Optimization exercise on an open flow, not production practice.
RTL: at most simulated, not proved equivalent.
Power: default activity.

**flow/run.sh**
```bash
#!/bin/bash
# Standard ORFS layout, with the port buffers made of the smallest buffer
# cell instead of the one buffer_ports picks by default.
set -euo pipefail
export BUFFER_PORTS_ARGS="-buffer_cell sky130_fd_sc_hd__buf_1"
bash standard.sh > standard.log 2>&1
```
**standard.sh**
```bash
#!/bin/bash
# synth_recipe.tcl (not shown) runs the flow's synth.tcl, then flattens the netlist and writes it again
# the make line also repeats each setting of config.mk as NAME=value (left out here)
make -C /OpenROAD-flow-scripts/flow DESIGN_CONFIG=/design/flow/config.mk WORK_HOME=/design/flow/orfs CLKGATE_MAP_FILE= SYNTH_SCRIPT=/design/flow/synth_recipe.tcl "${@:-finish}"
```
**config.mk**
```make
export PLATFORM = sky130hd
export DESIGN_NAME = bbt_feistel
export DESIGN_NICKNAME = bbt_feistel
export VERILOG_FILES = /design/flow/design.v
export SDC_FILE = /design/flow/constraint.sdc
export NUM_CORES = 4
export LEC_CHECK = 0
export CAP_MARGIN = 20
export CORE_MARGIN = 2
export CORE_UTILIZATION = 40
export SETUP_SLACK_MARGIN = 4
export SLEW_MARGIN = 20
```
**constraint.sdc**
```tcl
create_clock -name core_clock -period 8.0 [get_ports {clk}]
set_input_delay 1.6000 -clock core_clock [delete_from_list [all_inputs] [get_ports {clk}]]
set_output_delay 1.6000 -clock core_clock [all_outputs]
set_load 0.01 [all_outputs]
```
**design.v**
```verilog
module bbt_feistel (
    input  wire         clk,
    input  wire         rst,
    input  wire         cmd_valid,
    output wire         cmd_ready,
    input  wire [2:0]   cmd_op,
    input  wire [31:0]  cmd_arg,
    input  wire [31:0]  cmd_a,
    input  wire [31:0]  cmd_b,
    input  wire [127:0] cmd_fkey,
    output reg          done,
    output reg          err,
    output wire [31:0]  out_a,
    output wire [31:0]  out_b,
    output reg          emit,
    output reg  [12:0]  kr_raddr,
    input  wire [31:0]  kr_rdata,
    output reg          kr_we,
    output wire [12:0]  kr_waddr,
    output reg  [31:0]  kr_wdata
);
    localparam OP_KEY_COPY   = 3'd0;
    localparam OP_KEY_XOR    = 3'd1;
    localparam OP_DESCRAMBLE = 3'd2;
    localparam OP_BLOCK_ENC  = 3'd3;
    localparam OP_BLOCK_DEC  = 3'd4;
    localparam OP_SFUNC      = 3'd5;
    localparam OP_STREAM_BEG = 3'd6;
    localparam OP_STREAM_PR  = 3'd7;
    reg         s_wait;          
    reg         s_acc;           
    reg         s_chk;           
    reg         s_rnd;           
    reg         s_fin;           
    reg         s_pro1;          
    reg         s_xor;           
    reg [2:0]   op;
    reg         copied, ready, active;
    reg [9:0]   k1h;             
    reg [10:0]  k2h;             
    reg [28:0]  pairs_left;
    reg [1:0]   pidx;
    reg [2:0]   cyc;             
    reg [3:0]   r;               
    reg [11:0]  cnt;             
    reg         in_k2;           
    reg [31:0]  x, y, acc, w;
    assign cmd_ready = s_acc;
    assign out_a = y;
    assign out_b = x;
    wire fwd  = (op == OP_DESCRAMBLE) || (op == OP_BLOCK_ENC);
    wire desc = (op == OP_DESCRAMBLE);
    wire sf   = (op == OP_SFUNC);
    wire kx   = (op == OP_KEY_XOR);
    wire [31:0] sum  = acc + kr_rdata;
    wire [31:0] xnew = y ^ sum;
    wire [31:0] yrd  = y ^ kr_rdata;
    function [12:0] tab(input [1:0] t, input [7:0] v);
        tab = {1'b1, 2'b00, t, v};
    endfunction
    function [12:0] key(input f, input [4:0] n);
        key = {8'd0, f ? n : 5'd17 - n};
    endfunction
    wire len_ok = !x[0] && x[15:0] >= 16'd18 && x[15:0] <= 16'd1024 &&
                  !x[16] && x[31:16] >= 16'd1024 && x[31:16] <= 16'd4096;
    wire cmd_bad = (op == OP_KEY_COPY)   ? !len_ok :
                   (op == OP_STREAM_BEG) ? (!ready || x[2:0] != 3'd0) :
                   (op == OP_STREAM_PR)  ? !active : !copied;
    wire chk_end = cmd_bad || (op == OP_KEY_COPY) || (op == OP_STREAM_BEG);
    wire first_k1  = !in_k2 && (cnt == 12'd0);      
    wire k1_end    = !in_k2 && (cnt[11:1] == {1'b0, k1h});
    wire desc_end  = in_k2 && (cnt[11:1] == k2h);
    wire c4        = s_rnd && (cyc == 3'd4);
    wire rnd_last  = c4 && (sf || r == 4'd15);
    wire swap      = c4 || s_chk || (s_pro1 && !desc_end);
    wire [11:0] cnt1     = cnt + 12'd1;
    wire        xor_last = (cnt[10:0] == {k1h, 1'b1});
    assign kr_waddr = {in_k2, cnt[11:1], cnt[0] | s_fin};
    always @(posedge clk) begin
        if (rst) begin
            s_wait <= 1'b1;
            s_acc  <= 1'b0;
            s_chk  <= 1'b0;
            s_rnd  <= 1'b0;
            s_fin  <= 1'b0;
            s_pro1 <= 1'b0;
            s_xor  <= 1'b0;
            copied <= 1'b0;
            ready  <= 1'b0;
            active <= 1'b0;
            done   <= 1'b0;
            kr_we  <= 1'b0;
        end else begin
            done  <= 1'b0;
            kr_we <= 1'b0;
            if (s_wait && cmd_valid) begin
                s_wait <= 1'b0;
                s_acc  <= 1'b1;
            end
            if (s_acc) begin
                s_acc <= 1'b0;
                if (sf && copied) begin
                    s_rnd <= 1'b1;
                end else if (kx && copied) begin
                    ready  <= 1'b0;
                    active <= 1'b0;
                    s_xor  <= 1'b1;
                end else begin
                    s_chk <= 1'b1;
                end
            end
            if (s_chk) begin
                s_chk <= 1'b0;
                if (chk_end) begin
                    done   <= 1'b1;
                    s_wait <= 1'b1;
                end else begin
                    s_rnd <= 1'b1;
                end
                if (!cmd_bad) begin
                    case (op)
                    OP_KEY_COPY: begin
                        copied <= 1'b1;
                        ready  <= 1'b0;
                        active <= 1'b0;
                    end
                    OP_DESCRAMBLE: active <= 1'b0;
                    OP_STREAM_BEG: active <= (x[31:3] != 29'd0);
                    default: ;
                    endcase
                end
            end
            if (rnd_last) begin
                s_rnd <= 1'b0;
                s_fin <= 1'b1;
                kr_we <= desc;
            end
            if (s_fin) begin
                s_fin <= 1'b0;
                if (desc) begin
                    s_pro1 <= 1'b1;
                    kr_we  <= 1'b1;
                end else begin
                    done   <= 1'b1;
                    s_wait <= 1'b1;
                    if (op == OP_STREAM_PR) active <= (pairs_left != 29'd1);
                end
            end
            if (s_pro1) begin
                s_pro1 <= 1'b0;
                if (desc_end) begin
                    ready  <= 1'b1;
                    done   <= 1'b1;
                    s_wait <= 1'b1;
                end else begin
                    s_rnd <= 1'b1;
                end
            end
            if (s_xor) begin
                if (xor_last) begin
                    done   <= 1'b1;
                    s_xor  <= 1'b0;
                    s_wait <= 1'b1;
                end else begin
                    kr_we <= !cnt1[11];
                end
            end
        end
    end
    always @(posedge clk) begin
        w <= s_acc ? cmd_fkey[95:64] : y;
        if (s_wait) op <= cmd_op;
        if (s_acc)
            x <= kx ? cmd_fkey[31:0] :
                 (sf || op == OP_KEY_COPY || op == OP_STREAM_BEG) ? cmd_arg :
                 desc ? 32'd0 : cmd_b;
        else if (swap)
            x <= (s_pro1 && first_k1) ? 32'd0 : xnew;    
        else if (s_xor)
            x <= acc;
        if (s_acc)
            y <= kx ? cmd_fkey[127:96] : (sf || desc) ? 32'd0 : cmd_a;
        else if (s_rnd && cyc == 3'd0)
            y <= sf ? 32'd0 : yrd;
        else if (s_fin)
            y <= sf ? x : yrd;
        else if (swap || s_xor)
            y <= x;
        if (s_acc && kx)
            acc <= cmd_fkey[63:32];
        else if (s_rnd && (cyc == 3'd1 || cyc == 3'd2))
            acc <= acc ^ kr_rdata;
        else if (s_rnd && cyc == 3'd3)
            acc <= sum;
        else if (s_xor)
            acc <= w;
        else
            acc <= 32'd0;
        kr_wdata <= (s_fin || s_xor) ? yrd : xnew;
        if (s_wait)
            kr_raddr <= key(cmd_op == OP_DESCRAMBLE || cmd_op == OP_BLOCK_ENC, 5'd0);
        else if (s_acc)
            kr_raddr <= kx ? 13'd0 : sf ? tab(2'd2, cmd_arg[15:8]) : key(fwd, 5'd1);
        else if (swap && !(c4 && r == 4'd15))
            kr_raddr <= tab(2'd2, (s_pro1 && first_k1) ? 8'd0 : xnew[15:8]);
        else if (c4)
            kr_raddr <= key(fwd, 5'd0);
        else if (s_rnd) begin
            case (cyc)
            3'd0: kr_raddr <= tab(2'd1, x[23:16]);
            3'd1: kr_raddr <= tab(2'd3, x[7:0]);
            3'd2: kr_raddr <= tab(2'd0, x[31:24]);
            default: kr_raddr <= key(fwd, {1'b0, r} + 5'd2);
            endcase
        end else if (s_fin)
            kr_raddr <= key(fwd, 5'd1);
        else if (s_xor)
            kr_raddr <= {3'd0, cnt[9:0] + 10'd3};
        if (!s_rnd) begin
            cyc <= 3'd0;
            r   <= 4'd0;
        end else begin
            cyc <= (cyc == 3'd4) ? 3'd0 : cyc + 3'd1;
            if (cyc == 3'd4) r <= r + 4'd1;
        end
        if (s_acc) begin
            cnt   <= kx ? 12'hffe : 12'd0;
            in_k2 <= 1'b0;
        end else if (s_xor) begin
            cnt <= cnt1;
        end else if (s_pro1) begin
            if (k1_end) begin
                in_k2 <= 1'b1;
                cnt   <= 12'd0;
            end else begin
                cnt <= cnt + 12'd2;
            end
        end
        if (s_acc)
            err <= 1'b0;
        if (s_chk) begin
            err <= cmd_bad;
            if (op == OP_KEY_COPY && !cmd_bad) begin
                k1h <= x[10:1] - 10'd1;
                k2h <= x[27:17] - 11'd1;
            end
            if (op == OP_STREAM_BEG && !cmd_bad) begin
                pairs_left <= x[31:3];
                pidx       <= 2'd0;
            end
        end
        if (s_fin && op == OP_STREAM_PR) begin
            emit       <= pidx[1];
            pidx       <= pidx[1] ? pidx : pidx + 2'd1;
            pairs_left <= pairs_left - 29'd1;
        end
    end
endmodule
```
==> results.json, run 1 <==
{
  "reg2regPathDepth": 10,
  "grt_pass1_vias": 15400,
  "grt_pass1_wl_um": 97600,
  "drive_above_1_share_pct": 7.44,
  "ys_types": 76,
  "vdd_drop_max_mv": 0.147,
  "critPathRequiredTime_ps": 8290,
  "pin_count": 389,
  "post-dp-hpwl_um": 49900,
  "wl_per_cell_um": 25.2,
  "drtIter0Drc": 1704,
  "p_per_area_nw_per_um2": 184,
  "cp_max_fo": 4,
  "gr-total-overflow": 0,
  "yosys_register_bits": 260,
  "num_rows": 73,
  "multi_input_area_sq_um": 9090,
  "worstReg2RegEnd": "pairs_left[9]",
  "worstSkewPairLatency_ps": 580,
  "grt_util_all_layers_pct": 31.2,
  "netlist.area_leader.share_pct": 25.6,
  "start_util_pct": 40.7,
  "cts_tree": "yes",
  "outcome": "timing/DRC/antenna clean",
  "drc_errors": 0,
  "cp-end-kind": "register",
  "layout_common_cells": "buf_1 (386), nand2_1 (190), a21oi_1 (146), edfxtp_1 (138), o21ai_0 (126)",
  "die_w_um": 205,
  "clock_path_buffers": 3,
  "min_period_ps": 3950,
  "hold_path_end": "kr_raddr[9]",
  "reg2reg_slack_ps": 4150,
  "ys.flop_type": "edfxtp_1",
  "finalClockSkew_ps": 20.9,
  "setup-violations-final": 0,
  "core_region_area_sq_um": 39800,
  "power_mw": 3.53,
  "final_common_cell": "buf_1",
  "cts_inserted_buffers": 31,
  "reg2reg_from": "x[20]",
  "drv_cap": 0,
  "avgSynthCellArea_sq_um": 8.96,
  "yosys.area.top_type": "edfxtp_1",
  "synth.top_cells.by_area": "edfxtp_1 (26%), dfxtp_1 (15%), xnor2_1 (6.5%)",
  "worstPathArrival_ps": 4240,
  "antenna_found_initial": 5,
  "vias": 16100,
  "area_growth_syn_to_layout_pct": 18.5,
  "p_leak_nw": 7.05,
  "root_buffer": "clkbuf_16",
  "relSlewSlack_pct": 22.7,
  "fill_cells": 3942,
  "max_clock_freq_mhz": 253,
  "synthCells": 1807,
  "utilization_pct": 48.2,
  "tightest_slew_ps": 1160,
  "fin_tns_setup_ps": 0,
  "report.final.slew_viol_count": 0,
  "synth_edf_count": 138,
  "gp_congestion": 0.959,
  "numClockSinks": 260,
  "seq_area_frac_synth_pct": 40.7,
  "hold_buffers": 0,
  "avgViaCountPerCell": 5.99,
  "syn_area_sq_um": 16200,
  "rsz0062_at_grt": "yes",
  "io_buffers": 386,
  "grt_max_degree": 59,
  "drt-total-wl_um": 67400,
  "synth_warnings": 1,
  "nets": 2440,
  "htreeDepth": 1,
  "firstDrtPassIters": 8,
  "hold_path.startpoint": "kr_raddr[9]",
  "hold_violations": 0,
  "critical_path_class": "primary input to register",
  "die_height_um": 205,
  "die-area_sq_um": 42100,
  "worstSetupStartpointType": "primary input",
  "period_share_pct": 49.4,
  "clk_pin_slew_worst_paths_ps": 60,
  "regArea_sq_um": 6590,
  "fin_area_sq_um": 19200,
  "worstHoldPathCells": 2,
  "post_dp_cell_area_sq_um": 18100,
  "ant_nets": 0,
  "hold_path.class": "register to register",
  "async_flop_share_pct": 0
}
[cell usage after synthesis (all sizes together), types with 3 or more instances]
master and instances:
mux2i 31, nand2 194, dfxtp 122, edfxtp 138, or3 12, a31oi 24, a222oi 3, inv 35
mux2 31, o21ai 133, or2 9, xnor2 120, nand3b 3, o211ai 4, buf 26, nor2 129
nor4b 3, nor2b 16, nor3 29, o31ai 5, and2 12, o21bai 6, a22o 6, a21o 11
o22ai 12, a211oi 4, a22oi 74, ha 50, or4 4, a21boi 5, a221oi 53, nand2b 13
xor2 84, nor4 17, a21oi 148, and3 17, clkbuf 110, nand3 58, nand4 18, o21a 3
[worst max-delay path by stage]
| stage | startpoint | end | slack [ps] |
|---|---|---|---|
| 2_1_floorplan | kr_rdata[0] | x[24] | 4040 |
| 4_1_cts | kr_rdata[0] | x[30] | 3990 |
| 6_report | kr_rdata[1] | kr_raddr[1] | 4050 |
| 3_3_place_gp | kr_rdata[0] | x[30] | 3000 |
| 5_1_grt | kr_rdata[1] | kr_raddr[1] | 3950 |
| 3_5_place_dp | kr_rdata[0] | x[30] | 3000 |
[per-stage QoR]
step / hold WS [ps] / setup slack (ps) / cells
CTS: 458 / 3990 / 2672
detailed placement: 449 / 3000 / 2613
floorplan: 433 / 4040 / 1808
global route: 495 / 3950 / 2678
finish: 459 / 4050 / 2679
global placement: 450 / 3000 / 2613
[logic make-up after synthesis]
kind of cell	count (synthesis)	share of synthesized area, %
AND/OR/NAND/NOR	542	15.8
AO/OA/AOI/OAI	515	20.0
flip-flops	260	40.7
XOR/XNOR	205	11.2
buffers and inverters	171	4.30
multiplexers	62	4.07
adder cells (fa/ha/maj)	51	3.99
other	1	0.0231
[layer usage]
| layer | up-vias | global-route usage, % | routed length (um) |
|---|---|---|---|
| met3 | 123 | 4.86 | 6120 |
| met2 | 876 | 51.0 | 31000 |
| li1 | 7220 | - | - |
| met4 | 4 | 10.2 | 2320 |
| met5 | - | 0 | 23 |
| met1 | 7828 | 42.3 | 28000 |
[report_power, final]
part / switching (mW) / total (mW) / leakage [nW] / internal, mW
Clock: 0.584 / 1.38 / 0.475 / 0.797
Combinational: 0.340 / 0.550 / 4.27 / 0.210
Sequential: 0.105 / 1.60 / 2.30 / 1.50
[critical path, stage by stage]
cell and delay (ps):
buf_1 230, ha_1 300, a21o_1 220, and4_1 260
o21bai_1 360, nand2_1 120, xor2_1 260, xor2_1 130
a21oi_1 360, o21ai_0 220, nor2b_1 170
[area by class of cell]
class,instances,share of cell area [%]
multi-input combinational,1377,47.4
sequential,260,34.3
timing repair buffer,422,9.06
clock buffer,44,4.62
tap,525,3.42
inverter,35,0.684
clock inverter,13,0.489
antenna,3,0.0391
[repair_timing]
action,CTS,global route
endpoints found under the setup margin,34,37
buffers inserted,2,3
pin swaps,3,4
resized for setup,9,8
endpoints found under the hold margin,0,0
[registers in the layout, summed over array words and instances (netlist names), 2 cells and up]
| name | count |
|---|---|
| r | 4 |
| pidx | 2 |
| k1h | 10 |
| w | 32 |
| op | 3 |
| cnt | 12 |
| kr_raddr | 11 |
| acc | 32 |
| y | 32 |
| pairs_left | 29 |
| kr_wdata | 32 |
| k2h | 11 |
| cyc | 3 |
| x | 32 |
Testbench counts, summed over its fixed seeds: cycles 420,510.
==> run 2, diff against run 1 <==
--- a/config.mk
+++ b/config.mk
@@ -7,6 +7,8 @@
 export LEC_CHECK = 0
 export CAP_MARGIN = 20
 export CORE_MARGIN = 2
-export CORE_UTILIZATION = 40
+export CORE_UTILIZATION = 60
+export CTS_BUF_LIST = sky130_fd_sc_hd__clkbuf_8
+export PLACE_DENSITY = 0.7
 export SETUP_SLACK_MARGIN = 4
 export SLEW_MARGIN = 20
==> results.json, run 2 <==
{
  "outcome": "timing/DRC/antenna clean",
  "start_util_pct": 60.6,
  "post-dp-hpwl_um": 43400,
  "avgSynthCellArea_sq_um": 8.96,
  "ys.flop_type": "edfxtp_1",
  "die_w_um": 168,
  "reg2reg_slack_ps": 4200,
  "synth_edf_count": 138,
  "hold_path.class": "register to register",
  "fin_tns_setup_ps": 0,
  "critPathRequiredTime_ps": 8260,
  "area_growth_syn_to_layout_pct": 16.2,
  "whs_ps": 468,
  "fill_cells": 2167,
  "ant_nets": 0,
  "clock_path_buffers": 3,
  "drt-total-wl_um": 60600,
  "finalClockSkew_ps": 23.4,
  "cp_max_fo": 3,
  "drtIter0Drc": 1987,
  "rsz0062_at_grt": "no",
  "period_share_pct": 48.7,
  "report.final.slew_viol_count": 0,
  "setup-violations-final": 0,
  "num_rows": 60,
  "pre_cts_ws_ps": 3180,
  "synth_commonest_cells": "nand2_1 (193), a21oi_1 (148), edfxtp_1 (138)",
  "synth_warnings": 1,
  "post_dp_cell_area_sq_um": 17800,
  "synthCells": 1807,
  "setup_ws_ps": 4100,
  "worstReg2RegEnd": "pairs_left[18]",
  "seq_area_frac_synth_pct": 40.7,
  "yosys.area.top_type": "edfxtp_1",
  "place_inst": 2430,
  "yosys_register_bits": 260,
  "cts_inserted_buffers": 45,
  "instances_no_fill": 2520,
  "path_buf_inv": 1,
  "cp-end-kind": "register",
  "pin_count": 389,
  "antenna_found_initial": 1,
  "reg2reg_from": "x[7]",
  "grt_util_all_layers_pct": 41.2,
  "nets": 2454,
  "die-area_sq_um": 28300,
  "cts_tree": "yes",
  "worstSetupStartpointType": "primary input",
  "max_clock_freq_mhz": 257,
  "hold_violations": 0,
  "drc_errors": 0,
  "htreeDepth": 2,
  "fin_area_sq_um": 18800,
  "async_flop_share_pct": 0,
  "drive_above_1_share_pct": 8.13,
  "clk_pin_slew_worst_paths_ps": 60,
  "io_buffers": 386,
  "synth.top_cells.by_area": "edfxtp_1 (26%), dfxtp_1 (15%), xnor2_1 (6.5%)",
  "path_delay_family": "compound AO/OA/AOI/OAI gates",
  "drv_cap": 0,
  "root_buffer": "clkbuf_8",
  "vias": 16300,
  "gr-total-overflow": 0,
  "tightest_slew_ps": 1130,
  "core_region_area_sq_um": 26700,
  "vdd_drop_max_mv": 0.143,
  "relSlewSlack_pct": 24.6,
  "p_leak_nw": 7.06,
  "hold_path_end": "kr_raddr[9]",
  "max_stage_delay_ps": 390,
  "worstPathCellList": "buf_1 > ha_2 > fa_2 > a21oi_2 > o21ai_2 > o211ai_1 > nand4_1 > a31oi_4 > o21ai_1 > xor2_1 > xnor2_1 > o21ai_0",
  "gp_congestion": 0.981,
  "p_per_area_nw_per_um2": 179,
  "hold_path.startpoint": "kr_raddr[9]",
  "layout_common_cells": "buf_1 (386), nand2_1 (192), a21oi_1 (145), edfxtp_1 (138)",
  "grt_max_degree": 59,
  "grt_pass1_vias": 15100,
  "wl_per_cell_um": 24.0,
  "ys_types": 76,
  "worstHoldPathCells": 2,
  "avgViaCountPerCell": 6.46,
  "yosysMostFrequentCell": "nand2_1",
  "min_period_ps": 3900,
  "syn_area_sq_um": 16200,
  "final_common_cell": "buf_1",
  "numClockSinks": 260,
  "critical_path_class": "primary input to register",
  "grt_pass1_wl_um": 88700,
  "worstSkewPairLatency_ps": 570,
  "netlist.area_leader.share_pct": 25.6,
  "slowest_stage": "fa_2",
  "firstDrtPassIters": 6,
  "die_height_um": 168,
  "reg2regPathDepth": 9,
  "worstPathArrival_ps": 4160
}
## run 2: worst max-delay path by stage
stage                     start  endpoint  slack (ps)  depth (start not counted)
floorplan           kr_rdata[0]     x[24]        4040                         11
global route        kr_rdata[0]     x[30]        4020                         12
detailed placement  kr_rdata[0]     x[30]        3180                         12
finish              kr_rdata[0]     x[30]        4100                         12
CTS                 kr_rdata[0]     x[24]        3980                         13
global placement    kr_rdata[0]     x[30]        3200                         12
## run 2: what timing repair did
action                                  in CTS  in global routing
setup buffers                                1                  4
hold endpoints to repair                     0                  0
hold buffers                                 0                  0
pin swaps                                    1                  7
endpoints found under the setup margin      17                 30
resized for setup                            4                 17
## run 2: layer usage
layer | routed length (um) | global-route usage (%) | part of all wire (%)
met1 | 23500 | 56.1 | 39
met3 | 7270 | 7.76 | 12
met2 | 27200 | 64.8 | 45
met5 | 0 | 0 | 0
met4 | 2610 | 16.8 | 4.3
## run 2: tightest hold or removal path, cell delays in order (launching register included)
cell,delay (ps)
dfxtp_1,310
nand2_1,50
a21oi_1,50
## run 2: power breakdown
group / internal, mW / switching (mW)
Clock: 0.650 / 0.579
Sequential: 1.50 / 0.102
Combinational: 0.209 / 0.335
Total: 2.36 / 1.02
## run 2: through the flow
step | utilization, % | total power [mW]
finish | 70.4 | 3.37
global route | 70.4 | 3.48
CTS | 70.1 | 3.35
detailed placement | 66.6 | 2.15
global placement | 66.6 | 2.14
floorplan | - | 1.90
## run 2: cell families (layout without fill, tap and decap cells)
kind of cell	after synthesis	count (layout)	synth area share, %
simple gates	542	542	15.8
compound gates	515	515	20.0
flops	260	260	40.7
xor+xnor	205	205	11.2
buf+inv	171	541	4.30
mux	62	62	4.07
fa+ha+maj	51	51	3.99
other cells	1	3	0.0231
## run 2: cell type report
cell class | count | area, sq um | area share, %
antenna | 1 | 2.50 | 0.0133
timing repair buffer | 422 | 1720 | 9.13
tap | 341 | 427 | 2.27
inverter | 35 | 131 | 0.698
clock inverter | 33 | 190 | 1.01
clock buffer | 51 | 702 | 3.73
sequential | 260 | 6590 | 35.0
multi-input combinational | 1377 | 9060 | 48.1
==> run 3, diff against run 2 <==
--- a/config.mk
+++ b/config.mk
@@ -9,6 +9,8 @@
 export CORE_MARGIN = 2
 export CORE_UTILIZATION = 60
 export CTS_BUF_LIST = sky130_fd_sc_hd__clkbuf_8
+export CTS_CLUSTER_DIAMETER = 80
+export CTS_CLUSTER_SIZE = 14
 export PLACE_DENSITY = 0.7
 export SETUP_SLACK_MARGIN = 4
 export SLEW_MARGIN = 20
==> results.json, run 3 <==
{
  "avgViaCountPerCell": 6.48,
  "numClockSinks": 260,
  "wl_met3_um": 6840,
  "drive_above_1_share_pct": 6.43,
  "rsz0062_at_grt": "yes",
  "hold_buffers": 0,
  "synthCells": 1807,
  "grt_pass1_wl_um": 87700,
  "gr-total-overflow": 0,
  "area_growth_syn_to_layout_pct": 13.1,
  "p_clk_share_pct": 26.6,
  "io_buffers": 386,
  "die_height_um": 168,
  "final_common_cell": "buf_1",
  "grt_max_degree": 59,
  "finalClockSkew_ps": 45.3,
  "place_inst": 2430,
  "drt-total-wl_um": 60200,
  "num_rows": 60,
  "critical_path_class": "primary input to register",
  "whs_ps": 464,
  "die-area_sq_um": 28300,
  "synth.top_cells.by_area": "edfxtp_1 (26%), dfxtp_1 (15%), xnor2_1 (6.5%)",
  "start_util_pct": 60.6,
  "power_mw": 2.92,
  "wl_per_cell_um": 24.3,
  "wl_met2_um": 26800,
  "die_w_um": 168,
  "async_flop_share_pct": 0,
  "ys.flop_type": "edfxtp_1",
  "netlist.area_leader.share_pct": 25.6,
  "cts_inserted_buffers": 22,
  "reg2reg_slack_ps": 4160,
  "synth_edf_count": 138,
  "ant_nets": 0,
  "tightest_slew_ps": 1120,
  "p_per_area_nw_per_um2": 159,
  "hold_violations": 0,
  "worstPathCellList": "buf_1 > ha_1 > fa_2 > a21oi_2 > o21ai_2 > o211ai_1 > nand4_1 > a31oi_4 > o21ai_0 > xor2_1 > xnor2_1 > o21ai_0",
  "cell_internal_pwr_mw": 2.00,
  "reg2regPathDepth": 9,
  "grt_pass1_vias": 14800,
  "p_seq_share_pct": 54.8,
  "grt_util_all_layers_pct": 40.6,
  "drv_cap": 0,
  "firstDrtPassIters": 6,
  "synth_warnings": 1,
  "syn_area_sq_um": 16200,
  "gp_congestion": 0.981,
  "yosysMostFrequentCell": "nand2_1",
  "post-dp-hpwl_um": 43400,
  "outcome": "timing/DRC/antenna clean",
  "crit_top_cell": "o21ai_0",
  "antenna_found_initial": 4,
  "drtIter0Drc": 2235,
  "pin_count": 389,
  "comb_power_share_pct": 18.7,
  "path_delay_family": "compound AO/OA/AOI/OAI gates",
  "clk_pin_slew_worst_paths_ps": 100,
  "max_clock_freq_mhz": 259,
  "utilization_pct": 68.6,
  "synth_commonest_cells": "nand2_1 (193), a21oi_1 (148), edfxtp_1 (138)",
  "wl_met1_um": 23800,
  "vias": 16100,
  "min_period_ps": 3860,
  "nets": 2430,
  "avgSynthCellArea_sq_um": 8.96,
  "seq_area_frac_synth_pct": 40.7,
  "highest_layer": "met5",
  "relSlewSlack_pct": 25.1,
  "root_buffer": "clkbuf_8",
  "path_buf_inv": 1,
  "yosys.area.top_type": "edfxtp_1",
  "worstPathArrival_ps": 4170,
  "vdd_drop_max_mv": 0.161,
  "setup-violations-final": 0,
  "critPathRequiredTime_ps": 8310,
  "path_depth": 12,
  "p_sw_share_pct": 31.2,
  "drc_errors": 0,
  "worstHoldPathCells": 2,
  "p_leak_nw": 6.80,
  "htreeDepth": 1,
  "instances_no_fill": 2476,
  "report.final.slew_viol_count": 0,
  "worstSetupStartpointType": "primary input",
  "hold_path.class": "register to register",
  "cp-end-kind": "register",
  "cp_max_fo": 4,
  "worstSkewPairLatency_ps": 600,
  "ys_types": 76,
  "yosys_register_bits": 260,
  "layout_common_cells": "buf_1 (386), nand2_1 (192), a21oi_1 (145), edfxtp_1 (138), o21ai_0 (127)",
  "fin_tns_setup_ps": 0,
  "period_share_pct": 48.3,
  "slowest_stage": "fa_2",
  "core_region_area_sq_um": 26700,
  "cts_tree": "yes",
  "clock_path_buffers": 3,
  "p_sw_mw": 0.911,
  "max_stage_delay_ps": 390
}
[run 3: cell type report]
cell class	count	area (sq um)
multi-input combinational	1377	9060
fill	2221	8400
sequential	260	6590
timing repair buffer	421	1710
tap	341	427
clock buffer	23	317
inverter	35	131
clock inverter	16	86.3
antenna	3	7.51
[run 3: worst min-delay path, stage by stage (launching register included)]
cell and delay (ps):
dfxtp_1 320, nand2_1 50, a21oi_1 50
[run 3: metrics by stage]
stage               worst slack [ps]  area, sq um
floorplan                       4040        16200
CTS                             4020        18200
finish                          4140        18300
detailed placement              3180        17800
global placement                3200        17800
global route                    3950        18300
[run 3: cell families after synthesis]
| kind of cell | count (synthesis) | share of synthesized area [%] |
|---|---|---|
| simple gates | 542 | 15.8 |
| fa+ha+maj | 51 | 3.99 |
| buf+inv | 171 | 4.30 |
| mux | 62 | 4.07 |
| other cells | 1 | 0.0231 |
| compound gates | 515 | 20.0 |
| flops | 260 | 40.7 |
| xor+xnor | 205 | 11.2 |
[run 3: what timing repair did]
| action | in CTS | in global routing |
|---|---|---|
| setup buffers | 1 | 3 |
| pin swaps | 1 | 6 |
| cloned | 0 | 0 |
| setup endpoints to repair | 12 | 60 |
| resized for setup | 4 | 13 |
[run 3: layer usage]
metal / track usage, % / vias to the layer above
li1: - / 7187
met1: 56.5 / 7596
met2: 63.7 / 1093
met3: 6.39 / 176
met4: 16.4 / 2
met5: 0 / -
[run 3: worst paths after layout]
path,from,to
worst max-delay path,kr_rdata[0],x[30]
worst min-delay path,kr_raddr[9],kr_raddr[9]
worst max register to register,x[7],pairs_left[18]
worst min register to register,kr_raddr[9],kr_raddr[9]
[run 3: power groups by stage]
stage / logic (mW) / clock network (mW) / registers (mW)
final: 0.545 / 0.774 / 1.60
after floorplan: 0.307 / 0 / 1.60
after global placement: 0.516 / 0 / 1.62
after detailed placement: 0.525 / 0 / 1.62
after CTS: 0.530 / 0.777 / 1.59
after global routing: 0.585 / 0.820 / 1.60
==> run 4, diff against run 3 <==
==> config.mk (replaced) <==
export PLATFORM = sky130hd
export DESIGN_NAME = bbt_feistel
export DESIGN_NICKNAME = bbt_feistel
export VERILOG_FILES = /design/flow/design.v
export SDC_FILE = /design/flow/constraint.sdc
export NUM_CORES = 4
export LEC_CHECK = 0
export CAP_MARGIN = 10
export CORE_MARGIN = 2
export CORE_UTILIZATION = 60
export CTS_BUF_LIST = sky130_fd_sc_hd__clkbuf_8
export CTS_CLUSTER_DIAMETER = 80
export CTS_CLUSTER_SIZE = 14
export PLACE_DENSITY = 0.7
export SETUP_SLACK_MARGIN = 4.8
export SLEW_MARGIN = 10
==> results.json, run 4 <==
{
  "post-dp-hpwl_um": 44200,
  "p_per_area_nw_per_um2": 147,
  "seq_area_frac_synth_pct": 40.7,
  "utilization_pct": 75.9,
  "ys_types": 76,
  "pin_count": 389,
  "yosys_register_bits": 260,
  "grt_pass1_wl_um": 93200,
  "drtIter0Drc": 2388,
  "gp_congestion": 0.980,
  "drt-total-wl_um": 64800,
  "place_inst": 2424,
  "min_period_ps": 3660,
  "fin_tns_setup_ps": 0,
  "area_growth_syn_to_layout_pct": 25.3,
  "post_dp_cell_area_sq_um": 18200,
  "report.final.slew_viol_count": 0,
  "drv_cap": 0,
  "gr-total-overflow": 0,
  "netlist.area_leader.share_pct": 25.6,
  "clk_pin_slew_worst_paths_ps": 100,
  "outcome": "timing/DRC/antenna clean",
  "clock_path_buffers": 3,
  "die-area_sq_um": 28300,
  "synth_commonest_cells": "nand2_1 (193), a21oi_1 (148), edfxtp_1 (138)",
  "grt_pass1_vias": 15500,
  "critPathRequiredTime_ps": 8350,
  "worstSkewPairLatency_ps": 600,
  "ys.flop_type": "edfxtp_1",
  "whs_ps": 485,
  "worstSetupStartpointType": "primary input",
  "hold_path.class": "register to register",
  "root_buffer": "clkbuf_8",
  "p_leak_nw": 7.59,
  "worstPathCellList": "buf_8 > ha_4 > fa_2 > a21oi_4 > o21ai_4 > o211ai_1 > nand4_1 > a31oi_4 > o21bai_1 > xor2_1 > xnor2_1 > o21ai_1",
  "syn_area_sq_um": 16200,
  "start_util_pct": 60.6,
  "synth_edf_count": 138,
  "die_height_um": 168,
  "cts_inserted_buffers": 22,
  "vias": 16800,
  "async_flop_share_pct": 0,
  "setup_ws_ps": 4340,
  "period_share_pct": 45.8,
  "avgViaCountPerCell": 6.53,
  "hold_violations": 0,
  "core_region_area_sq_um": 26700,
  "final_common_cell": "buf_1",
  "cts_tree": "yes",
  "firstDrtPassIters": 6,
  "grt_util_all_layers_pct": 43.3,
  "worstPathArrival_ps": 4010,
  "wl_per_cell_um": 25.1,
  "wl_met3_um": 8320,
  "fin_area_sq_um": 20300,
  "finalClockSkew_ps": 41.3,
  "yosysMostFrequentCell": "nand2_1",
  "relSlewSlack_pct": 20.0,
  "hold_buffers": 0,
  "rsz0062_at_grt": "yes",
  "ant_nets": 0,
  "die_w_um": 168,
  "tightest_slew_ps": 1200,
  "wl_met1_um": 23700,
  "grt_max_degree": 69,
  "wl_met2_um": 29100,
  "antenna_found_initial": 1,
  "io_buffers": 386,
  "setup-violations-final": 0,
  "nets": 2532,
  "synthCells": 1807,
  "path_delay_family": "compound AO/OA/AOI/OAI gates",
  "power_mw": 2.98,
  "avgSynthCellArea_sq_um": 8.96,
  "yosys.area.top_type": "edfxtp_1",
  "cp-end-kind": "register",
  "critical_path_class": "primary input to register",
  "drc_errors": 0,
  "path_buf_inv": 1,
  "synth_warnings": 1,
  "instances_no_fill": 2576,
  "highest_layer": "met4",
  "slowest_stage": "fa_2",
  "max_stage_delay_ps": 370,
  "drive_above_1_share_pct": 17.3,
  "pre_cts_ws_ps": 3590,
  "num_rows": 60,
  "max_clock_freq_mhz": 273,
  "htreeDepth": 1,
  "synth.top_cells.by_area": "edfxtp_1 (26%), dfxtp_1 (15%), xnor2_1 (6.5%)",
  "cp_max_fo": 3,
  "vdd_drop_max_mv": 0.142,
  "layout_common_cells": "buf_1 (371), nand2_1 (180), edfxtp_1 (138), a21oi_1 (123), dfxtp_1 (120)",
  "numClockSinks": 260
}
-- run 4: cell count changes in the layout (fill, tap and decap cells not counted), sizes merged --
cell / previous run / this run
buf: 421 / 518
clkbuf: 23 / 26
diode: 3 / 1
nand2: 194 / 196
bufinv: 1 / 0
inv: 49 / 50
-- run 4: final cells by class --
type / count / area [sq um]
Inverter: 35 / 131
Clock inverter: 16 / 65.1
Antenna cell: 1 / 2.50
Clock buffer: 23 / 317
Multi-Input combinational cell: 1379 / 10200
Tap cell: 341 / 427
Fill cell: 2002 / 6430
Timing Repair Buffer: 521 / 2600
Sequential cell: 260 / 6590
-- run 4: final timing paths --
| path | from | end | slack, ps | cells past startpoint |
|---|---|---|---|---|
| worst max-delay path | kr_rdata[0] | x[26] | 4340 | 12 |
| worst max register to register | x[23] | pidx[0] | 4790 | 8 |
| worst min-delay path | cyc[0] | cyc[0] | 490 | 1 |
| worst min register to register | cyc[0] | cyc[0] | 490 | 1 |
-- run 4: logic make-up after synthesis --
| logic type | Yosys count | synth area share [%] |
|---|---|---|
| simple gates | 542 | 15.8 |
| compound gates | 515 | 20.0 |
| flops | 260 | 40.7 |
| xor+xnor | 205 | 11.2 |
| buf+inv | 171 | 4.30 |
| mux | 62 | 4.07 |
| fa+ha+maj | 51 | 3.99 |
| other cells | 1 | 0.0231 |
-- run 4: repair_timing --
action                     in CTS  in global routing
pin swaps                      58                 72
setup endpoints to repair     129                150
buffers inserted               55                 55
resized for setup              91                 94
gates cloned                    2                  0
-- run 4: metal layers --
| layer | vias up | global-route usage, % |
|---|---|---|
| li1 | 7392 | - |
| met1 | 7955 | 57.5 |
| met2 | 1250 | 68.3 |
| met3 | 229 | 8.23 |
| met4 | 0 | 20.8 |
| met5 | - | 0 |
-- run 4: power breakdown --
part / leakage, nW / internal, mW / switching (mW)
clock network: 0.249 / 0.268 / 0.480
registers: 2.30 / 1.50 / 0.0965
logic: 5.04 / 0.267 / 0.374
==> run 5, diff against run 4 <==
--- a/config.mk
+++ b/config.mk
@@ -12,5 +12,5 @@
 export CTS_CLUSTER_DIAMETER = 80
 export CTS_CLUSTER_SIZE = 14
 export PLACE_DENSITY = 0.7
-export SETUP_SLACK_MARGIN = 4.8
+export SETUP_SLACK_MARGIN = 4.6
 export SLEW_MARGIN = 10
==> results.json, run 5 <==
{
  "start_util_pct": 60.6,
  "finalClockSkew_ps": 30.9,
  "path_delay_family": "compound AO/OA/AOI/OAI gates",
  "io_buffers": 386,
  "seq_area_frac_synth_pct": 40.7,
  "critical_path_class": "primary input to register",
  "grt_pass1_vias": 15200,
  "worstPathCellList": "buf_8 > ha_4 > fa_2 > a21oi_4 > o21ai_2 > o211ai_1 > nand4_1 > a31oi_4 > o21bai_1 > xor2_1 > xnor2_1 > o21ai_1",
  "hold_violations": 0,
  "numClockSinks": 260,
  "drtIter0Drc": 2295,
  "fin_area_sq_um": 19100,
  "period_share_pct": 44.6,
  "root_buffer": "clkbuf_8",
  "relSlewSlack_pct": 26.1,
  "grt_util_all_layers_pct": 41.3,
  "report.final.slew_viol_count": 0,
  "die_w_um": 168,
  "avgSynthCellArea_sq_um": 8.96,
  "cts_inserted_buffers": 22,
  "avgViaCountPerCell": 6.51,
  "synth_commonest_cells": "nand2_1 (193), a21oi_1 (148), edfxtp_1 (138)",
  "hold_path.startpoint": "kr_raddr[8]",
  "final_common_cell": "buf_1",
  "max_stage_delay_ps": 370,
  "firstDrtPassIters": 6,
  "synth.top_cells.by_area": "edfxtp_1 (26%), dfxtp_1 (15%), xnor2_1 (6.5%)",
  "die_height_um": 168,
  "reg2reg_from": "x[21]",
  "layout_common_cells": "buf_1 (381), nand2_1 (190), edfxtp_1 (138), a21oi_1 (135), nor2_1 (124)",
  "yosysMostFrequentCell": "nand2_1",
  "area_growth_syn_to_layout_pct": 17.7,
  "pin_count": 389,
  "p_leak_nw": 7.03,
  "worstSetupStartpointType": "primary input",
  "core_region_area_sq_um": 26700,
  "yosys.area.top_type": "edfxtp_1",
  "worstSkewPairLatency_ps": 610,
  "synth_warnings": 1,
  "rsz0062_at_grt": "yes",
  "num_rows": 60,
  "ys_types": 76,
  "netlist.area_leader.share_pct": 25.6,
  "outcome": "timing/DRC/antenna clean",
  "htreeDepth": 1,
  "slowest_stage": "fa_2",
  "ant_nets": 0,
  "ys.flop_type": "edfxtp_1",
  "critPathRequiredTime_ps": 8330,
  "worstPathArrival_ps": 3900,
  "cp-end-kind": "register",
  "max_clock_freq_mhz": 280,
  "post-dp-hpwl_um": 43700,
  "drive_above_1_share_pct": 11.1,
  "fin_tns_setup_ps": 0,
  "cts_tree": "yes",
  "drc_errors": 0,
  "grt_max_degree": 90,
  "yosys_register_bits": 260,
  "syn_area_sq_um": 16200,
  "async_flop_share_pct": 0,
  "clock_path_buffers": 3,
  "drt-total-wl_um": 61000,
  "path_buf_inv": 1,
  "synth_edf_count": 138,
  "drv_cap": 0,
  "p_per_area_nw_per_um2": 153,
  "synthCells": 1807,
  "min_period_ps": 3570,
  "nets": 2457,
  "vdd_drop_max_mv": 0.137,
  "tightest_slew_ps": 1110,
  "clk_pin_slew_worst_paths_ps": 110,
  "hold_path.class": "register to register",
  "gp_congestion": 0.994,
  "cp_max_fo": 3,
  "antenna_found_initial": 6,
  "crit_start": "kr_rdata[0]",
  "post_dp_cell_area_sq_um": 18100,
  "grt_pass1_wl_um": 89500,
  "gr-total-overflow": 0,
  "utilization_pct": 71.3,
  "wl_per_cell_um": 24.3,
  "setup-violations-final": 0,
  "vias": 16300,
  "die-area_sq_um": 28300
}
run 5: area by class of cell:
cell class	instances	area [sq um]
Multi-Input combinational cell	1377	9580
Fill cell	2159	7660
Sequential cell	260	6590
Timing Repair Buffer	448	1940
Tap cell	341	427
Clock buffer	22	303
Inverter	35	135
Clock inverter	17	73.8
Antenna cell	5	12.5
run 5: where the power goes:
group          internal [mW]  switching [mW]  leakage, nW
registers               1.50          0.0892         2.30
logic                  0.231           0.357         4.48
clock network          0.261           0.487        0.247
run 5: repair_timing:
action,4_1_cts,5_1_grt
buffers inserted,16,12
resized for setup,37,46
hold buffers,0,0
pin swaps,25,31
endpoints found under the setup margin,134,76
run 5: path summary, 6_finish.rpt:
kind,endpoint,slack (ps),cells past startpoint
max,x[26],4430,12
min,kr_raddr[8],470,2
max reg2reg,pairs_left[16],4660,10
min reg2reg,kr_raddr[8],470,2
run 5: worst register-to-register path, delay by kind of cell, from the launching register on:
family	cells	cell delay (ps)
simple gates	7	1880
compound gates	2	430
flops	1	430
buf+inv	1	290
run 5: stage by stage:
stage               power, mW  hold WS, ps  std cells  setup WS (ps)
detailed placement       2.16          455       2433           3600
global placement         2.15          445       2433           3650
floorplan                1.92          433       1808           4230
finish                   2.92          472       2505           4430
CTS                      2.88          468       2488           4420
global route             3.01          518       2503           4340
run 5: routing by layer:
metal  part of all wire [%]  GRT usage [%]  vias up
met5                  0.084              0        -
met4                    4.6           16.0        2
met3                     13           7.50      187
met1                     38           56.8     7710
li1                       -              -     7244
met2                     44           65.0     1158
run 5: cells by family after synthesis:
kind of cell / count (synthesis) / synth area share [%]
buf+inv: 171 / 4.30
fa+ha+maj: 51 / 3.99
compound gates: 515 / 20.0
xor+xnor: 205 / 11.2
simple gates: 542 / 15.8
other cells: 1 / 0.0231
mux: 62 / 4.07
flops: 260 / 40.7
==> run 6, diff against run 5 <==
--- a/config.mk
+++ b/config.mk
@@ -12,5 +12,5 @@
 export CTS_CLUSTER_DIAMETER = 80
 export CTS_CLUSTER_SIZE = 14
 export PLACE_DENSITY = 0.7
-export SETUP_SLACK_MARGIN = 4.6
+export SETUP_SLACK_MARGIN = 4.3
 export SLEW_MARGIN = 10
==> results.json, run 6 <==
{
  "critical_path_class": "primary input to register",
  "period_share_pct": 46.8,
  "critPathRequiredTime_ps": 8310,
  "reg2reg_slack_ps": 4390,
  "max_clock_freq_mhz": 267,
  "hold_violations": 0,
  "yosysMostFrequentCell": "nand2_1",
  "synth_edf_count": 138,
  "synth.top_cells.by_area": "edfxtp_1 (26%), dfxtp_1 (15%), xnor2_1 (6.5%)",
  "wl_per_cell_um": 24.5,
  "netlist.area_leader.share_pct": 25.6,
  "drtIter0Drc": 2178,
  "gr-total-overflow": 0,
  "setup-violations-final": 0,
  "drt-total-wl_um": 61100,
  "ys.flop_type": "edfxtp_1",
  "ys_types": 76,
  "grt_max_degree": 74,
  "relSlewSlack_pct": 32.7,
  "avgViaCountPerCell": 6.50,
  "drv_cap": 0,
  "seq_area_frac_synth_pct": 40.7,
  "antenna_found_initial": 3,
  "reg2regPathDepth": 10,
  "report.final.slew_viol_count": 0,
  "hold_path.class": "register to register",
  "crit_start": "kr_rdata[0]",
  "cp-end-kind": "register",
  "htreeDepth": 1,
  "cp_max_fo": 3,
  "avgSynthCellArea_sq_um": 8.96,
  "crit_path_end": "x[26]",
  "cts_inserted_buffers": 22,
  "clock_path_buffers": 3,
  "grt_pass1_vias": 15400,
  "p_leak_nw": 6.90,
  "p_per_area_nw_per_um2": 155,
  "syn_area_sq_um": 16200,
  "pin_count": 389,
  "vias": 16200,
  "drive_above_1_share_pct": 8.66,
  "reg2reg_from": "x[21]",
  "grt_util_all_layers_pct": 41.9,
  "tightest_slew_ps": 1010,
  "vdd_drop_max_mv": 0.146,
  "firstDrtPassIters": 6,
  "clk_pin_slew_worst_paths_ps": 100,
  "yosys.area.top_type": "edfxtp_1",
  "whs_ps": 482,
  "grt_pass1_wl_um": 90600,
  "core_region_area_sq_um": 26700,
  "worstSkewPairLatency_ps": 580,
  "drc_errors": 0,
  "synth_warnings": 1,
  "die_w_um": 168,
  "die-area_sq_um": 28300,
  "finalClockSkew_ps": 24.2,
  "fill_cells": 2229,
  "final_common_cell": "buf_1",
  "async_flop_share_pct": 0,
  "worstReg2RegEnd": "pairs_left[8]",
  "outcome": "timing/DRC/antenna clean",
  "yosys_register_bits": 260,
  "nets": 2445,
  "synth_commonest_cells": "nand2_1 (193), a21oi_1 (148), edfxtp_1 (138)",
  "numClockSinks": 260,
  "min_period_ps": 3740,
  "root_buffer": "clkbuf_8",
  "ant_nets": 0,
  "cts_tree": "yes",
  "place_inst": 2433,
  "worstSetupStartpointType": "primary input",
  "gp_congestion": 1.00,
  "die_height_um": 168,
  "synthCells": 1807,
  "io_buffers": 386,
  "area_growth_syn_to_layout_pct": 15.2,
  "fin_tns_setup_ps": 0,
  "rsz0062_at_grt": "yes",
  "start_util_pct": 60.6,
  "layout_common_cells": "buf_1 (384), nand2_1 (192), a21oi_1 (141), edfxtp_1 (138), nor2_1 (125)",
  "hold_buffers": 0,
  "worstPathArrival_ps": 4060,
  "post-dp-hpwl_um": 44500,
  "instances_no_fill": 2491,
  "num_rows": 60
}
-- run 6: cell counts after synthesis --
Identical to the previous run, type by type.
-- run 6: layout make-up --
type / instances / area, sq um / share of cell area (%)
clock buffer: 23 / 317 / 1.70
sequential: 260 / 6590 / 35.3
tap: 341 / 427 / 2.29
clock inverter: 16 / 65.1 / 0.349
inverter: 35 / 135 / 0.724
antenna: 3 / 7.51 / 0.0402
timing repair buffer: 436 / 1840 / 9.87
multi-input combinational: 1377 / 9270 / 49.7
-- run 6: repair_timing --
item	4_1_cts	5_1_grt
gates cloned	0	0
setup endpoints to repair	81	61
gates resized for setup	13	42
pin swaps	11	20
buffers inserted	9	7
-- run 6: worst min path at each step --
stage                start          end  slack, ps  cells past startpoint
3_5_place_dp        cyc[0]       cyc[0]        460                      1
4_1_cts             cyc[0]       cyc[0]        490                      1
5_1_grt        kr_raddr[9]  kr_raddr[9]        510                      2
2_1_floorplan       cyc[0]       cyc[0]        430                      1
6_report            cyc[0]       cyc[0]        480                      1
3_3_place_gp        cyc[0]       cyc[0]        450                      1
-- run 6: kinds of logic (layout without fill, tap and decap cells) --
| logic type | Yosys count | count (layout) | share of synthesized area, % |
|---|---|---|---|
| other | 1 | 5 | 0.0231 |
| AO/OA/AOI/OAI | 515 | 515 | 20.0 |
| flip-flops | 260 | 260 | 40.7 |
| adder cells (fa/ha/maj) | 51 | 51 | 3.99 |
| XOR/XNOR | 205 | 205 | 11.2 |
| multiplexers | 62 | 62 | 4.07 |
| buffers and inverters | 171 | 510 | 4.30 |
| AND/OR/NAND/NOR | 542 | 542 | 15.8 |
-- run 6: worst max-delay path, cell delays in order --
cell and delay (ps):
buf_8 100, ha_4 160, fa_2 390, a21oi_4 200, o21ai_4 90, o211ai_1 340, nand4_1 250, a31oi_4 280
o21bai_1 120, xor2_1 280, xnor2_1 160, o21ai_1 70
-- run 6: through the flow --
stage          cell area [sq um]  power [mW]  setup slack, ps  util [%]
5_1_grt                    18700        2.99             4200      69.8
6_report                   18700        2.89             4260      69.8
4_1_cts                    18400        2.87             4280      68.9
2_1_floorplan              16300        1.91             4230         -
3_5_place_dp               17900        2.15             3520      67.0
3_3_place_gp               17900        2.14             3570      67.0
-- run 6: metal layers --
layer	wire length (um)	up-vias	GRT usage (%)
li1	-	7210	-
met1	22900	7655	54.7
met2	28000	1119	68.5
met3	7000	202	6.79
met4	3270	0	19.5
met5	0	-	0
-- run 6: where the power goes --
group | total (mW) | leakage (nW) | switching (mW) | internal [mW]
sequential | 1.59 | 2.30 | 0.0954 | 1.50
clock | 0.737 | 0.249 | 0.469 | 0.268
combinational | 0.564 | 4.35 | 0.344 | 0.220
total | 2.89 | 6.90 | 0.909 | 1.98
==> run 7, diff against run 6 <==
--- a/config.mk
+++ b/config.mk
@@ -12,5 +12,5 @@
 export CTS_CLUSTER_DIAMETER = 80
 export CTS_CLUSTER_SIZE = 14
 export PLACE_DENSITY = 0.7
-export SETUP_SLACK_MARGIN = 4.3
+export SETUP_SLACK_MARGIN = 4.4
 export SLEW_MARGIN = 10
==> results.json, run 7 <==
{
  "cts_tree": "yes",
  "firstDrtPassIters": 7,
  "worstSkewPairLatency_ps": 590,
  "ys_types": 76,
  "core_region_area_sq_um": 26700,
  "drive_above_1_share_pct": 8.88,
  "avgSynthCellArea_sq_um": 8.96,
  "comb_power_share_pct": 19.5,
  "root_buffer": "clkbuf_8",
  "gr-total-overflow": 0,
  "setup-violations-final": 0,
  "cts_inserted_buffers": 22,
  "grt_pass1_vias": 15300,
  "die_w_um": 168,
  "cp-end-kind": "register",
  "layout_common_cells": "buf_1 (382), nand2_1 (192), a21oi_1 (140), edfxtp_1 (138), nor2_1 (124)",
  "pin_count": 389,
  "seq_area_frac_synth_pct": 40.7,
  "min_period_ps": 3580,
  "period_share_pct": 44.8,
  "yosys_register_bits": 260,
  "area_growth_syn_to_layout_pct": 15.3,
  "vias": 16200,
  "fill_cells": 2193,
  "die-area_sq_um": 28300,
  "post_dp_cell_area_sq_um": 18000,
  "io_buffers": 386,
  "hold_buffers": 0,
  "p_sw_share_pct": 32.0,
  "grt_max_degree": 64,
  "worstSetupStartpointType": "primary input",
  "ant_nets": 0,
  "numClockSinks": 260,
  "synth.top_cells.by_area": "edfxtp_1 (26%), dfxtp_1 (15%), xnor2_1 (6.5%)",
  "vdd_drop_max_mv": 0.168,
  "power_mw": 2.92,
  "avgViaCountPerCell": 6.53,
  "post-dp-hpwl_um": 44000,
  "synth_commonest_cells": "nand2_1 (193), a21oi_1 (148), edfxtp_1 (138)",
  "clock_path_buffers": 3,
  "grt_util_all_layers_pct": 41.8,
  "synth_warnings": 1,
  "cp_max_fo": 4,
  "p_leak_nw": 6.88,
  "num_rows": 60,
  "netlist.area_leader.share_pct": 25.6,
  "drtIter0Drc": 2189,
  "syn_area_sq_um": 16200,
  "yosysMostFrequentCell": "nand2_1",
  "cell_internal_pwr_mw": 1.98,
  "htreeDepth": 1,
  "drv_cap": 0,
  "synthCells": 1807,
  "yosys.area.top_type": "edfxtp_1",
  "finalClockSkew_ps": 29.6,
  "grt_pass1_wl_um": 90200,
  "tightest_slew_ps": 1170,
  "drt-total-wl_um": 61200,
  "relSlewSlack_pct": 21.4,
  "p_sw_mw": 0.932,
  "wl_per_cell_um": 24.7,
  "report.final.slew_viol_count": 0,
  "fin_area_sq_um": 18700,
  "hold_path.class": "register to register",
  "async_flop_share_pct": 0,
  "drc_errors": 0,
  "die_height_um": 168,
  "worstPathArrival_ps": 4050,
  "antenna_found_initial": 1,
  "outcome": "timing/DRC/antenna clean",
  "ys.flop_type": "edfxtp_1",
  "fin_tns_setup_ps": 0,
  "gp_congestion": 1.00,
  "synth_edf_count": 138,
  "clk_pin_slew_worst_paths_ps": 90,
  "nets": 2439,
  "rsz0062_at_grt": "yes",
  "final_common_cell": "buf_1",
  "critical_path_class": "primary input to register",
  "start_util_pct": 60.6,
  "hold_violations": 0,
  "p_clk_share_pct": 25.9,
  "p_seq_share_pct": 54.6,
  "critPathRequiredTime_ps": 8470,
  "max_clock_freq_mhz": 279,
  "p_per_area_nw_per_um2": 156
}
-- run 7: cell counts after synthesis --
Identical to the previous run, type by type.
-- run 7: cell families after synthesis --
group,Yosys count,synth area share (%)
buffers and inverters,171,4.30
AOI/OAI and AO/OA,515,20.0
DFF,260,40.7
adders and majority gates,51,3.99
other,1,0.0231
xor gates and xnor gates,205,11.2
muxes,62,4.07
and+or+nand+nor,542,15.8
-- run 7: stage by stage --
step	setup slack, ps	hold WS [ps]	std cells	util, %
finish	4420	467	2482	69.9
global route	4310	492	2482	69.9
CTS	4410	463	2476	69.2
detailed placement	3580	450	2431	67.4
global placement	3610	442	2431	67.4
floorplan	4230	433	1808	-
-- run 7: area by class of cell --
class	count	area [sq um]	area share [%]
sequential	260	6590	35.3
tap	341	427	2.28
inverter	35	131	0.703
antenna	1	2.50	0.0134
clock inverter	15	61.3	0.328
clock buffer	23	317	1.69
multi-input combinational	1377	9360	50.1
timing repair buffer	430	1800	9.62
-- run 7: worst paths after layout --
check / startpoint / end / slack (ps) / cells past startpoint
worst max-delay path: kr_rdata[1] / kr_wdata[29] / 4420 / 11
worst min-delay path: kr_raddr[8] / kr_raddr[8] / 470 / 2
worst max register to register: x[21] / pairs_left[11] / 4530 / 10
worst min register to register: kr_raddr[8] / kr_raddr[8] / 470 / 2
-- run 7: what timing repair did --
| action | CTS | global route |
|---|---|---|
| setup buffers | 7 | 5 |
| resized for setup | 13 | 35 |
| endpoints found under the setup margin | 113 | 73 |
| pin swaps | 8 | 11 |
-- run 7: worst max-delay path: stages --
cell and delay [ps]:
buf_2 150, ha_4 270, a21o_1 160, and4_4 280, o21bai_4 100, a2111oi_4 460, o31a_1 200, o211ai_1 170
and3b_2 310, o31ai_4 260, xnor2_1 90
-- run 7: power by group through the flow --
stage          Clock [mW]  Sequential, mW  Combinational, mW
6_report            0.756            1.59              0.569
5_1_grt             0.793            1.60              0.607
3_3_place_gp            0            1.62              0.527
3_5_place_dp            0            1.62              0.538
4_1_cts             0.750            1.59              0.546
2_1_floorplan           0            1.60              0.315
-- run 7: routing by layer --
| layer | wire [um] | track usage, % |
|---|---|---|
| met5 | 0 | 0 |
| met4 | 2920 | 18.0 |
| met3 | 7170 | 6.96 |
| met2 | 27500 | 66.2 |
| met1 | 23600 | 56.8 |
==> run 8, diff against run 7 <==
--- a/config.mk
+++ b/config.mk
@@ -11,6 +11,7 @@
 export CTS_BUF_LIST = sky130_fd_sc_hd__clkbuf_8
 export CTS_CLUSTER_DIAMETER = 80
 export CTS_CLUSTER_SIZE = 14
+export GPL_ROUTABILITY_DRIVEN = 0
 export PLACE_DENSITY = 0.7
 export SETUP_SLACK_MARGIN = 4.4
 export SLEW_MARGIN = 10
==> results.json, run 8 <==
{
  "grt_max_degree": 80,
  "core_region_area_sq_um": 26700,
  "ys_types": 76,
  "worstPathArrival_ps": 3930,
  "path_buf_inv": 1,
  "cp_max_fo": 3,
  "die-area_sq_um": 28300,
  "post-dp-hpwl_um": 43400,
  "relSlewSlack_pct": 19.8,
  "synth.top_cells.by_area": "edfxtp_1 (26%), dfxtp_1 (15%), xnor2_1 (6.5%)",
  "yosys.area.top_type": "edfxtp_1",
  "tightest_slew_ps": 1200,
  "area_growth_syn_to_layout_pct": 14.9,
  "htreeDepth": 1,
  "outcome": "timing/DRC/antenna clean",
  "worstPathCellList": "buf_8 > ha_4 > fa_2 > a21oi_4 > o21ai_2 > o211ai_1 > nand4_1 > a31oi_4 > o21bai_1 > xor2_1 > xnor2_1 > o21ai_1",
  "nets": 2433,
  "cts_inserted_buffers": 22,
  "worstSkewPairLatency_ps": 600,
  "whs_ps": 463,
  "p_per_area_nw_per_um2": 156,
  "start_util_pct": 60.6,
  "vias": 16000,
  "max_clock_freq_mhz": 278,
  "numClockSinks": 260,
  "yosys_register_bits": 260,
  "vdd_drop_max_mv": 0.131,
  "die_height_um": 168,
  "fin_tns_setup_ps": 0,
  "root_buffer": "clkbuf_8",
  "min_period_ps": 3600,
  "cp-end-kind": "register",
  "synthCells": 1807,
  "setup_ws_ps": 4400,
  "cts_tree": "yes",
  "hold_path_end": "kr_raddr[9]",
  "hold_path.class": "register to register",
  "antenna_found_initial": 1,
  "yosysMostFrequentCell": "nand2_1",
  "synth_edf_count": 138,
  "drive_above_1_share_pct": 8.43,
  "reg2regPathDepth": 7,
  "rsz0062_at_grt": "yes",
  "synth_commonest_cells": "nand2_1 (193), a21oi_1 (148), edfxtp_1 (138)",
  "reg2reg_slack_ps": 4450,
  "p_leak_nw": 6.87,
  "grt_pass1_vias": 14900,
  "pin_count": 389,
  "worstHoldPathCells": 2,
  "grt_pass1_wl_um": 89300,
  "drv_cap": 0,
  "final_common_cell": "buf_1",
  "setup-violations-final": 0,
  "netlist.area_leader.share_pct": 25.6,
  "critical_path_class": "primary input to register",
  "grt_util_all_layers_pct": 41.1,
  "fill_cells": 2261,
  "seq_area_frac_synth_pct": 40.7,
  "fin_area_sq_um": 18600,
  "diodes": 0,
  "path_delay_family": "compound AO/OA/AOI/OAI gates",
  "avgViaCountPerCell": 6.46,
  "synth_warnings": 1,
  "avgSynthCellArea_sq_um": 8.96,
  "worstReg2RegEnd": "kr_raddr[4]",
  "max_stage_delay_ps": 420,
  "ant_nets": 0,
  "drt-total-wl_um": 60200,
  "utilization_pct": 69.6,
  "num_rows": 60,
  "finalClockSkew_ps": 44.9,
  "die_w_um": 168,
  "clk_pin_slew_worst_paths_ps": 100,
  "io_buffers": 386,
  "layout_common_cells": "buf_1 (382), nand2_1 (192), a21oi_1 (141), edfxtp_1 (138), nor2_1 (124)",
  "wl_per_cell_um": 24.3,
  "period_share_pct": 45.0,
  "critPathRequiredTime_ps": 8330,
  "hold_violations": 0,
  "hold_path.startpoint": "kr_raddr[9]",
  "async_flop_share_pct": 0,
  "worstSetupStartpointType": "primary input",
  "syn_area_sq_um": 16200,
  "firstDrtPassIters": 6,
  "drtIter0Drc": 2303,
  "drc_errors": 0,
  "reg2reg_from": "cnt[2]",
  "slowest_stage": "fa_2",
  "ys.flop_type": "edfxtp_1",
  "clock_path_buffers": 3,
  "pre_cts_ws_ps": 3610,
  "gr-total-overflow": 0,
  "post_dp_cell_area_sq_um": 18000,
  "report.final.slew_viol_count": 0
}
[run 8: changes by cell type in the layout (fill, tap and decap cells not counted), sizes merged]
cell    delta
buf        -7
clkbuf     +1
clkinv     +1
diode      -1
inv        +1
[run 8: repair_timing]
| action | CTS | global route |
|---|---|---|
| resized for setup | 9 | 32 |
| hold buffers | 0 | 0 |
| setup buffers | 3 | 3 |
| setup endpoints to repair | 71 | 92 |
| hold endpoints to repair | 0 | 0 |
| pin swaps | 8 | 18 |
[run 8: logic make-up after synthesis]
group,count (synthesis),synth area share [%]
xor gates and xnor gates,205,11.2
buffers and inverters,171,4.30
other,1,0.0231
adders and majority gates,51,3.99
AOI/OAI and AO/OA,515,20.0
and+or+nand+nor,542,15.8
muxes,62,4.07
DFF,260,40.7
[run 8: worst max path at each step]
| stage | startpoint | end | slack [ps] | depth (start not counted) |
|---|---|---|---|---|
| after floorplan | kr_rdata[0] | x[24] | 4230 | 11 |
| after global placement | kr_rdata[0] | x[24] | 3660 | 12 |
| after detailed placement | kr_rdata[0] | x[24] | 3610 | 12 |
| after CTS | kr_rdata[0] | x[30] | 4390 | 12 |
| after global routing | kr_rdata[0] | x[26] | 4290 | 12 |
| final | kr_rdata[0] | x[26] | 4400 | 12 |
[run 8: layer usage]
metal	up-vias	track usage (%)	wire, um
met5	-	0	0
met4	0	15.0	2470
met3	162	7.95	7390
met2	1092	65.4	27100
met1	7564	56.0	23200
li1	7190	-	-
[run 8: cell type report]
cell class | count | area [sq um] | area share, %
Timing Repair Buffer | 424 | 1750 | 9.42
Inverter | 35 | 131 | 0.706
Clock inverter | 17 | 66.3 | 0.356
Tap cell | 341 | 427 | 2.29
Clock buffer | 23 | 317 | 1.70
Sequential cell | 260 | 6590 | 35.4
Multi-Input combinational cell | 1377 | 9330 | 50.1
[run 8: power by group]
part	switching (mW)	internal [mW]	total, mW
registers	0.0958	1.50	1.59
logic	0.344	0.216	0.561
clock network	0.478	0.269	0.747
[run 8: tightest hold or removal path, stage by stage, from the launching register on]
cell and delay [ps]:
dfxtp_1 320, nand2_1 50, a21oi_1 50
[run 8: through the flow]
step | instances | power, mW
finish | 2477 | 2.90
global route | 2477 | 2.98
CTS | 2474 | 2.87
detailed placement | 2431 | 2.15
global placement | 2431 | 2.15
floorplan | 1808 | 1.91
==> run 9, diff against run 8 <==
--- a/config.mk
+++ b/config.mk
@@ -11,7 +11,6 @@
 export CTS_BUF_LIST = sky130_fd_sc_hd__clkbuf_8
 export CTS_CLUSTER_DIAMETER = 80
 export CTS_CLUSTER_SIZE = 14
-export GPL_ROUTABILITY_DRIVEN = 0
-export PLACE_DENSITY = 0.7
+export PLACE_DENSITY = 0.8
 export SETUP_SLACK_MARGIN = 4.4
 export SLEW_MARGIN = 10
==> results.json, run 9 <==
{
  "start_util_pct": 60.6,
  "ant_nets": 0,
  "clock_path_buffers": 3,
  "synth_top_family_by_area": "compound AO/OA/AOI/OAI gates",
  "worstHoldPathCells": 2,
  "die_height_um": 168,
  "antenna_found_initial": 0,
  "fin_tns_setup_ps": 0,
  "die_w_um": 168,
  "synthSimpleGateAreaFrac_pct": 15.8,
  "final_common_cell": "buf_1",
  "clk_pin_slew_worst_paths_ps": 100,
  "layout_common_cells": "buf_1 (382), nand2_1 (190), a21oi_1 (138), edfxtp_1 (138), nor2_1 (123)",
  "avgSynthCellArea_sq_um": 8.96,
  "core_region_area_sq_um": 26700,
  "cp-end-kind": "register",
  "vias": 16400,
  "async_flop_share_pct": 0,
  "ys.flop_type": "edfxtp_1",
  "worstPathArrival_ps": 3900,
  "htreeDepth": 1,
  "drive_above_1_share_pct": 9.07,
  "hold_violations": 0,
  "drv_cap": 0,
  "vdd_drop_max_mv": 0.128,
  "numClockSinks": 260,
  "avgViaCountPerCell": 6.61,
  "yosysMostFrequentCell": "nand2_1",
  "setup-violations-final": 0,
  "p_leak_nw": 6.89,
  "max_clock_freq_mhz": 279,
  "worstSkewPairLatency_ps": 590,
  "cts_tree": "yes",
  "die-area_sq_um": 28300,
  "worstSetupStartpointType": "primary input",
  "firstDrtPassIters": 8,
  "critical_path_class": "primary input to register",
  "p_per_area_nw_per_um2": 155,
  "netlist.area_leader.share_pct": 25.6,
  "outcome": "timing/DRC/antenna clean",
  "fill_cells": 2167,
  "period_share_pct": 44.9,
  "area_growth_syn_to_layout_pct": 15.4,
  "ys_types": 76,
  "grt_pass1_wl_um": 89400,
  "syn_area_sq_um": 16200,
  "tightest_slew_ps": 1100,
  "synthCells": 1807,
  "pin_count": 389,
  "grt_max_degree": 81,
  "nets": 2439,
  "power_mw": 2.90,
  "critPathRequiredTime_ps": 8310,
  "io_buffers": 386,
  "root_buffer": "clkbuf_8",
  "report.final.slew_viol_count": 0,
  "grt_util_all_layers_pct": 41.2,
  "yosys_register_bits": 260,
  "rsz0062_at_grt": "yes",
  "gr-total-overflow": 0,
  "cp_max_fo": 6,
  "synth-compound-area-share_pct": 20.0,
  "synth.top_cells.by_area": "edfxtp_1 (26%), dfxtp_1 (15%), xnor2_1 (6.5%)",
  "drc_errors": 0,
  "setup_ws_ps": 4410,
  "hold_buffers": 0,
  "reg2regPathDepth": 5,
  "drtIter0Drc": 2239,
  "yosys.area.top_type": "edfxtp_1",
  "hold_path.class": "register to register",
  "pre_cts_ws_ps": 3460,
  "num_rows": 60,
  "synth_warnings": 1,
  "wl_per_cell_um": 24.5,
  "cts_inserted_buffers": 22,
  "gp_congestion": 0.994,
  "synth_edf_count": 138,
  "synth_commonest_cells": "nand2_1 (193), a21oi_1 (148), edfxtp_1 (138)",
  "synthMuxAreaShare_pct": 4.07,
  "synth_fa_ha_area_share_pct": 3.99,
  "post-dp-hpwl_um": 44500,
  "seq_area_frac_synth_pct": 40.7,
  "min_period_ps": 3590,
  "synthXorXnorAreaFrac_pct": 11.2,
  "drt-total-wl_um": 60900,
  "finalClockSkew_ps": 23.7,
  "relSlewSlack_pct": 26.4,
  "grt_pass1_vias": 15200
}
-- run 9: cell count changes in the layout (fill, tap and decap cells not counted), moves of 3 or more --
| cell | before | now |
|---|---|---|
| o21ai_1 | 9 | 13 |
| buf_4 | 37 | 43 |
| o21ai_0 | 119 | 116 |
| a21oi_1 | 141 | 138 |
| a21oi_2 | 4 | 8 |
| ha_1 | 36 | 33 |
-- run 9: cells by family after synthesis --
| kind of cell | Yosys count |
|---|---|
| compound gates | 515 |
| other cells | 1 |
| simple gates | 542 |
| mux | 62 |
| xor+xnor | 205 |
| flops | 260 |
| fa+ha+maj | 51 |
| buf+inv | 171 |
-- run 9: area by class of cell --
type	count	area (sq um)	area share, %
multi-input cells	1377	9380	50.2
flip-flops and latches	260	6590	35.2
repair buffers	430	1790	9.59
well taps	341	427	2.28
clock buffers	23	317	1.69
inverters	35	131	0.702
clock inverters	15	60.1	0.321
diodes	1	2.50	0.0134
-- run 9: repair_timing --
action	4_1_cts	5_1_grt
pin swaps	9	17
setup buffers	6	6
resized for setup	15	39
endpoints found under the setup margin	88	51
hold endpoints to repair	0	0
-- run 9: critical path: stages --
cell and delay [ps]:
buf_1 180, ha_2 350, a21oi_1 240, o21bai_1 110, o21bai_1 290, nand4_1 230
a31oi_4 260, o21bai_1 110, xor2_1 140, buf_4 160, xnor2_2 150, o21ai_1 70
-- run 9: report_power, final --
group	total (mW)	switching, mW	internal [mW]
combinational	0.557	0.337	0.219
clock	0.746	0.478	0.267
sequential	1.60	0.105	1.50
-- run 9: stage by stage --
| stage | hold WS [ps] | utilization [%] | std cells | area [sq um] |
|---|---|---|---|---|
| after global routing | 487 | 70.0 | 2481 | 18700 |
| after CTS | 459 | 69.2 | 2475 | 18500 |
| after detailed placement | 445 | 67.3 | 2431 | 18000 |
| final | 461 | 70.0 | 2482 | 18700 |
| after global placement | 444 | 67.3 | 2431 | 18000 |
| after floorplan | 433 | - | 1808 | 16400 |
-- run 9: final timing paths --
| path | start | slack [ps] | endpoint |
|---|---|---|---|
| max reg2reg | s_acc | 4520 | x[23] |
| min | kr_raddr[8] | 460 | kr_raddr[8] |
| max | kr_rdata[7] | 4410 | x[26] |
| min reg2reg | kr_raddr[8] | 460 | kr_raddr[8] |
-- run 9: metal layers --
| layer | vias to the layer above | track usage, % | wire [um] |
|---|---|---|---|
| li1 | 7200 | - | - |
| met1 | 7814 | 55.3 | 23200 |
| met2 | 1200 | 66.1 | 27200 |
| met3 | 199 | 8.65 | 7580 |
| met4 | 0 | 15.4 | 2920 |
| met5 | - | 0 | 0 |
